From an optimization exercise on the open Yosys and OpenROAD flow, aimed at a short achievable clock period and few clock cycles; shortcuts taken in it are not production practice. Only simulation tests tie the RTL to the original design; equivalence was not proved. Power figures rest on the tool's default switching activity, not on a simulated workload.

// stepper_sequencer
module stepper_sequencer (
    input  wire        clk,
    input  wire        rst,           
    input  wire        cmd_valid,
    output reg         cmd_ready,
    input  wire [47:0] cmd,
    output reg         rsp_valid,
    output wire [39:0] rsp,
    output reg         ser_latch,
    output reg         ser_data,
    output reg         ser_clk,
    output wire [7:0]  duty_a1,
    output wire [7:0]  duty_b1,
    output wire [7:0]  duty_a2,
    output wire [7:0]  duty_b2,
    output reg         delay_req,
    output wire [31:0] delay_ms,
    input  wire        delay_ack
);
Size in the first run: ~67,000 um^2 of cells after synthesis.
clock: 20.0 ns
lec_check: 0
abc_clock_period_in_ps: 5000
cap_margin: 20
core_margin: 2
core_utilization: 40
slew_margin: 20
synth_hierarchical: 1
synth_minimum_keep_size: 0
standard.sh (not shown) runs the stock make flow with config.mk's settings and CLKGATE_MAP_FILE= SYNTH_SCRIPT=/design/flow/synth_recipe.tcl, a recipe that flattens the netlist after the stock synthesis.
==> flow/flow/run.sh <==
#!/bin/bash
set -euo pipefail
bash standard.sh SETUP_SLACK_MARGIN=15 finish > standard_flow.log 2>&1
Testbench counts at the start, summed over its fixed seeds: cycles 188,769.
Change:
--- a/flow/design.v
+++ b/flow/design.v
@@ -72,20 +72,21 @@
     reg [5:0]  rsp_pos;
     assign rsp = {rsp_code, 29'd0, rsp_pos};
     reg        b_pend;          
     reg        b_busy;
     reg        b_done;
     reg [1:0]  b_cnt;
     reg [15:0] b_num;           
     reg [9:0]  b_rem;
     reg [15:0] b_quo;
-    wire        a_busy1, a_busy2, a_wr1, a_wr2;
-    wire [25:0] a_q1, a_q2;
+    wire        a_busy, a_wr;
+    wire [25:0] a_q;
+    reg         a_port;          
     wire [3:0]  f_op    = cmd_r[47:44];
     wire [2:0]  f_port  = cmd_r[43:41];
     wire [2:0]  f_dir   = cmd_r[40:38];
     wire [2:0]  f_style = cmd_r[37:35];
     wire [2:0]  f_rsv   = cmd_r[34:32];
     wire [31:0] f_imm   = cmd_r[31:0];
     wire        port_ok  = (f_port == 3'd1) || (f_port == 3'd2);
     wire        port_sel = f_port[1];             
     wire [1:0]  pidx     = port_sel ? 2'd2 : 2'd1;
@@ -222,31 +223,26 @@
                 b_nrem = b_df[13:0];
             end
         end
     end
     wire [15:0] pace_ms   = b_quo;
     wire [9:0]  pace_frac = b_rem;
     wire dec_ok     = (state == F_DEC) && dec_ronly && !err;
     wire set_start  = dec_ok && (f_op == OP_SETSPEED) && (ctx_spr[pidx] != 32'd0) && (f_imm != 32'd0);
     wire new_cancel = dec_ok && (f_op == OP_NEW);
-    stepper_speed_div u_a1 (
+    wire a_other = a_busy && (a_port != port_sel);
+    stepper_speed_div u_a (
         .clk(clk), .rst(rst),
-        .start(set_start && !port_sel), .cancel(new_cancel && !port_sel),
-        .spr(ctx_spr[1]), .rpm(f_imm),
-        .busy(a_busy1), .wr(a_wr1), .usps(a_q1)
+        .start(set_start && !a_other), .cancel(new_cancel && (a_port == port_sel)),
+        .spr(ctx_spr[pidx]), .rpm(f_imm),
+        .busy(a_busy), .wr(a_wr), .usps(a_q)
     );
-    stepper_speed_div u_a2 (
-        .clk(clk), .rst(rst),
-        .start(set_start && port_sel), .cancel(new_cancel && port_sel),
-        .spr(ctx_spr[2]), .rpm(f_imm),
-        .busy(a_busy2), .wr(a_wr2), .usps(a_q2)
-    );
-    wire a_hit = port_sel ? (a_busy2 | a_wr2) : (a_busy1 | a_wr1);
+    wire a_hit = (a_busy | a_wr) && (a_port == port_sel);
     assign duty_a1 = ctx_ocra[1];
     assign duty_b1 = ctx_ocrb[1];
     assign duty_a2 = ctx_ocra[2];
     assign duty_b2 = ctx_ocrb[2];
     integer i;
     wire do_last = (state == F_TX && tx_ph == T_L1 && (f_op == OP_LATCHW || (!ch_a && !ch_b))) ||
                    (state == F_DA && !ch_b) || (state == F_DB) || (state == F_PW);
     wire b_ready = b_done;
     wire dl_end  = (state == F_DL) && delay_ack && !extra;
@@ -265,20 +261,20 @@
     );
     stepper_cmd_code u_code (
         .cmd(cmd),
         .valid1(ctx_valid[1]), .valid2(ctx_valid[2]),
         .spr0_1(ctx_spr[1] == 32'd0), .spr0_2(ctx_spr[2] == 32'd0),
         .code(i_code)
     );
     always @(posedge clk) begin
         begin
-            if (a_wr1) ctx_usps[1] <= a_q1;
-            if (a_wr2) ctx_usps[2] <= a_q2;
+            if (a_wr) ctx_usps[a_port ? 2 : 1] <= a_q;
+            if (set_start && !a_other) a_port <= port_sel;
             if (b_pend && !a_hit) begin
                 b_pend <= 1'b0;
                 b_busy <= 1'b1;
                 b_num  <= b_us[15:0];
                 b_rem  <= b_us[25:16];
                 b_quo  <= 16'd0;
                 b_cnt  <= 2'd0;
             end else if (b_busy) begin
                 b_num <= {b_num[11:0], 4'd0};
@@ -309,20 +305,22 @@
                         if (!err && f_op == OP_NEW) begin
                             ctx_valid[pidx] <= 1'b1;
                             ctx_spr[pidx]   <= f_imm;
                             ctx_pos[pidx]   <= 6'd0;
                             ctx_usps[pidx]  <= 26'd0;
                             ctx_rem[pidx]   <= 11'd0;
                         end
                         if (set_start)
                             ctx_rem[pidx]   <= 11'd0;
-                        cmd_ready <= 1'b1;
-                        state     <= F_IDLE;
+                        if (!(set_start && a_other)) begin
+                            cmd_ready <= 1'b1;
+                            state     <= F_IDLE;
+                        end
                     end else begin
                         case (f_op)
                             OP_ONESTEP, OP_STEP: begin
                                 ctx_pos[pidx] <= next_pos;
                                 latch_word    <= next_latch;
                                 new_ocra      <= next_ocra;
                                 new_ocrb      <= next_ocrb;
                                 step_n <= micro ? {f_imm, 4'd0} - {35'd0, f_imm != 32'd0}
                                                 : {4'd0, f_imm} - {35'd0, f_imm != 32'd0};
Maximum frequency climbs by 1.7%.
Synthesized area drops by 32%.
Total power drops by 47%.
Die area drops by 32%.
Clock power drops by 34%.
Synthesized cell count drops by 32%.
Testbench counts after the change, summed over its fixed seeds: cycles 188,959.

---

Another version of the RTL of stepper_sequencer (not shown whole).
Size: about 4900 cells after synthesis, ~160 I/O pins, roughly 41000 sq um of cells after synthesis.
==> module stepper_cmd_check, before the edit <==
module stepper_cmd_check (
    input  wire [47:0] cmd,
    input  wire        cmd_valid,
    input  wire        rst,
    input  wire        idle,
    input  wire        valid1,
    input  wire        valid2,
    input  wire        off1,
    input  wire        off2,
    input  wire        sl_keep,
    input  wire        rv_keep,
    output wire        tx,
    output wire        sl_next,
    output wire        rv_next
);
    localparam [3:0] OP_ONESTEP  = 4'd3;
    localparam [3:0] OP_STEP     = 4'd4;
    localparam [3:0] OP_RELEASE  = 4'd5;
    localparam [3:0] OP_LATCHW   = 4'd6;
    wire [3:0]  op    = cmd[47:44];
    wire [2:0]  port  = cmd[43:41];
    wire [2:0]  dir   = cmd[40:38];
    wire [2:0]  style = cmd[37:35];
    wire [2:0]  rsv   = cmd[34:32];
    wire [31:0] imm   = cmd[31:0];
    wire p2       = port[1];
    wire hi0      = (imm[31:16] == 16'd0);
    wire lo0      = (imm[15:0] == 16'd0);
    wire port_ok  = (port == 3'd1) || (port == 3'd2);
    wire dir_ok   = (dir == 3'd1) || (dir == 3'd2);
    wire style_ok = (style >= 3'd1) && (style <= 3'd4);
    wire valid    = p2 ? valid2 : valid1;
    wire tail     = (style == 3'd4) && (p2 ? off2 : off1);
    wire z_dsr    = (dir == 3'd0) && (style == 3'd0) && (rsv == 3'd0);
    wire pv    = port_ok && valid && (rsv == 3'd0);
    wire mv    = pv && dir_ok && style_ok;
    wire lw    = (op == OP_LATCHW) && (port == 3'd0) && z_dsr;
    wire t_z   = lw || (pv && (op == OP_RELEASE) && z_dsr) ||
                 (mv && ((op == OP_ONESTEP) || ((op == OP_STEP) && tail)));
    wire t_lo  = lw || (mv && (op == OP_STEP));
    wire t_hi  = mv && (op == OP_STEP);
    assign tx  = hi0 ? (lo0 ? t_z : t_lo) : t_hi;
    wire acc   = idle && cmd_valid;
    assign sl_next = !rst && sl_keep && !(acc && tx);
    assign rv_next = !rst && (rv_keep || (acc && !tx));
endmodule
==> flow/config.mk <==
export PLATFORM = sky130hd
export DESIGN_NAME = stepper_sequencer
export DESIGN_NICKNAME = stepper_sequencer
export VERILOG_FILES = /design/flow/design.v
export SDC_FILE = /design/flow/constraint.sdc
export NUM_CORES = 4
export LEC_CHECK = 0
export ABC_CLOCK_PERIOD_IN_PS = 5000
export CAP_MARGIN = 20
export CORE_MARGIN = 2
export CORE_UTILIZATION = 40
export SLEW_MARGIN = 20
export SYNTH_HIERARCHICAL = 1
export SYNTH_MINIMUM_KEEP_SIZE = 0
==> flow/constraint.sdc <==
create_clock -name core_clock -period 20.0 [get_ports {clk}]
set_input_delay 4.0000 -clock core_clock [delete_from_list [all_inputs] [get_ports {clk}]]
set_output_delay 4.0000 -clock core_clock [all_outputs]
set_load 0.01 [all_outputs]
Scripts as last shown in full above: flow/flow/run.sh
Testbench counts at the start, summed over its fixed seeds: cycles 188,959.
Next try:
--- a/flow/design.v
+++ b/flow/design.v
@@ -586,38 +586,37 @@
     input  wire        sl_keep,
     input  wire        rv_keep,
     output wire        tx,
     output wire        sl_next,
     output wire        rv_next
 );
-    localparam [3:0] OP_ONESTEP  = 4'd3;
-    localparam [3:0] OP_STEP     = 4'd4;
-    localparam [3:0] OP_RELEASE  = 4'd5;
-    localparam [3:0] OP_LATCHW   = 4'd6;
     wire [3:0]  op    = cmd[47:44];
     wire [2:0]  port  = cmd[43:41];
     wire [2:0]  dir   = cmd[40:38];
     wire [2:0]  style = cmd[37:35];
     wire [2:0]  rsv   = cmd[34:32];
     wire [31:0] imm   = cmd[31:0];
     wire p2       = port[1];
-    wire hi0      = (imm[31:16] == 16'd0);
-    wire lo0      = (imm[15:0] == 16'd0);
-    wire port_ok  = (port == 3'd1) || (port == 3'd2);
-    wire dir_ok   = (dir == 3'd1) || (dir == 3'd2);
-    wire style_ok = (style >= 3'd1) && (style <= 3'd4);
+    wire hi0      = ~|imm[31:16];
+    wire lo0      = ~|imm[15:0];
+    wire zd       = ~|dir;
+    wire zs       = ~|style;
+    wire zr       = ~|rsv;
+    wire zp       = ~|port;
+    wire port_ok  = ~port[2] & (port[1] ^ port[0]);
+    wire dir_ok   = ~dir[2] & (dir[1] ^ dir[0]);
+    wire style_ok = (~style[2] & (style[1] | style[0])) | (style == 3'd4);
     wire valid    = p2 ? valid2 : valid1;
-    wire tail     = (style == 3'd4) && (p2 ? off2 : off1);
-    wire z_dsr    = (dir == 3'd0) && (style == 3'd0) && (rsv == 3'd0);
-    wire pv    = port_ok && valid && (rsv == 3'd0);
-    wire mv    = pv && dir_ok && style_ok;
-    wire lw    = (op == OP_LATCHW) && (port == 3'd0) && z_dsr;
-    wire t_z   = lw || (pv && (op == OP_RELEASE) && z_dsr) ||
-                 (mv && ((op == OP_ONESTEP) || ((op == OP_STEP) && tail)));
-    wire t_lo  = lw || (mv && (op == OP_STEP));
-    wire t_hi  = mv && (op == OP_STEP);
+    wire tail     = (style == 3'd4) & (p2 ? off2 : off1);
+    wire op3 = (op == 4'd3), op4 = (op == 4'd4), op5 = (op == 4'd5), op6 = (op == 4'd6);
+    wire pv    = port_ok & valid & zr;
+    wire mv    = pv & dir_ok & style_ok;
+    wire lw    = op6 & zp & zd & zs & zr;
+    wire t_z   = lw | (pv & op5 & zd & zs) | (mv & (op3 | (op4 & tail)));
+    wire t_lo  = lw | (mv & op4);
+    wire t_hi  = mv & op4;
     assign tx  = hi0 ? (lo0 ? t_z : t_lo) : t_hi;
     wire acc   = idle && cmd_valid;
     assign sl_next = !rst && sl_keep && !(acc && tx);
     assign rv_next = !rst && (rv_keep || (acc && !tx));
 endmodule
 module stepper_cmd_code (
Outcome: First-iteration DRC count drops by a little under a tenth; clock power stays flat; core utilization climbs by 0.28 points; cell area drops slightly; die area drops slightly; setup slack degrades by 20 ps; sequential share of layout area climbs by 0.26 points; wire length drops by a few percent; critical path depth drops by 5; fmax drops slightly; count of clock-buffer cells in the layout climbs by 14; cell count drops by a few percent; synthesized area drops slightly.
Testbench counts after the change, summed over its fixed seeds: cycles 188,959.

## re-timing with driven ports
The flow's constraints put no driver on any port. The routed layouts listed below were extracted and timed again, unchanged, in two steps.
Step 1 assumes that a clkbuf_16 drives the clock port and a buf_2 every other input.
Step 2 adds t to the input delays and takes it off the output delays; t is the mean of the earliest and latest rising clock arrival at the registers after step 1. Input paths then give back, and output paths get back, about the clock's delay inside the block.
a / b / c = no drivers / after step 1 / after step 2; a / b = the first two.
| run | t (ns) | slack for setup (ns) | latest minus earliest clock arrival (ns) |
|---|---|---|---|
| the first run of note 1 | 0.808 | 14.771 / 14.692 / 14.219 | 0.035 / 0.034 |
| the second run of note 1 | 0.704 | 14.857 / 14.789 / 14.228 | 0.043 / 0.042 |
| the first run of note 2 | 0.713 | 14.859 / 14.789 / 14.171 | 0.035 / 0.034 |
| the second run of note 2 | 0.732 | 14.839 / 14.772 / 14.289 | 0.046 / 0.045 |
After both steps every run listed still meets setup and hold. The setup slack of the first run of note 2, which loses most, moves by -0.070 ns with the drivers and by -0.688 ns with both steps.
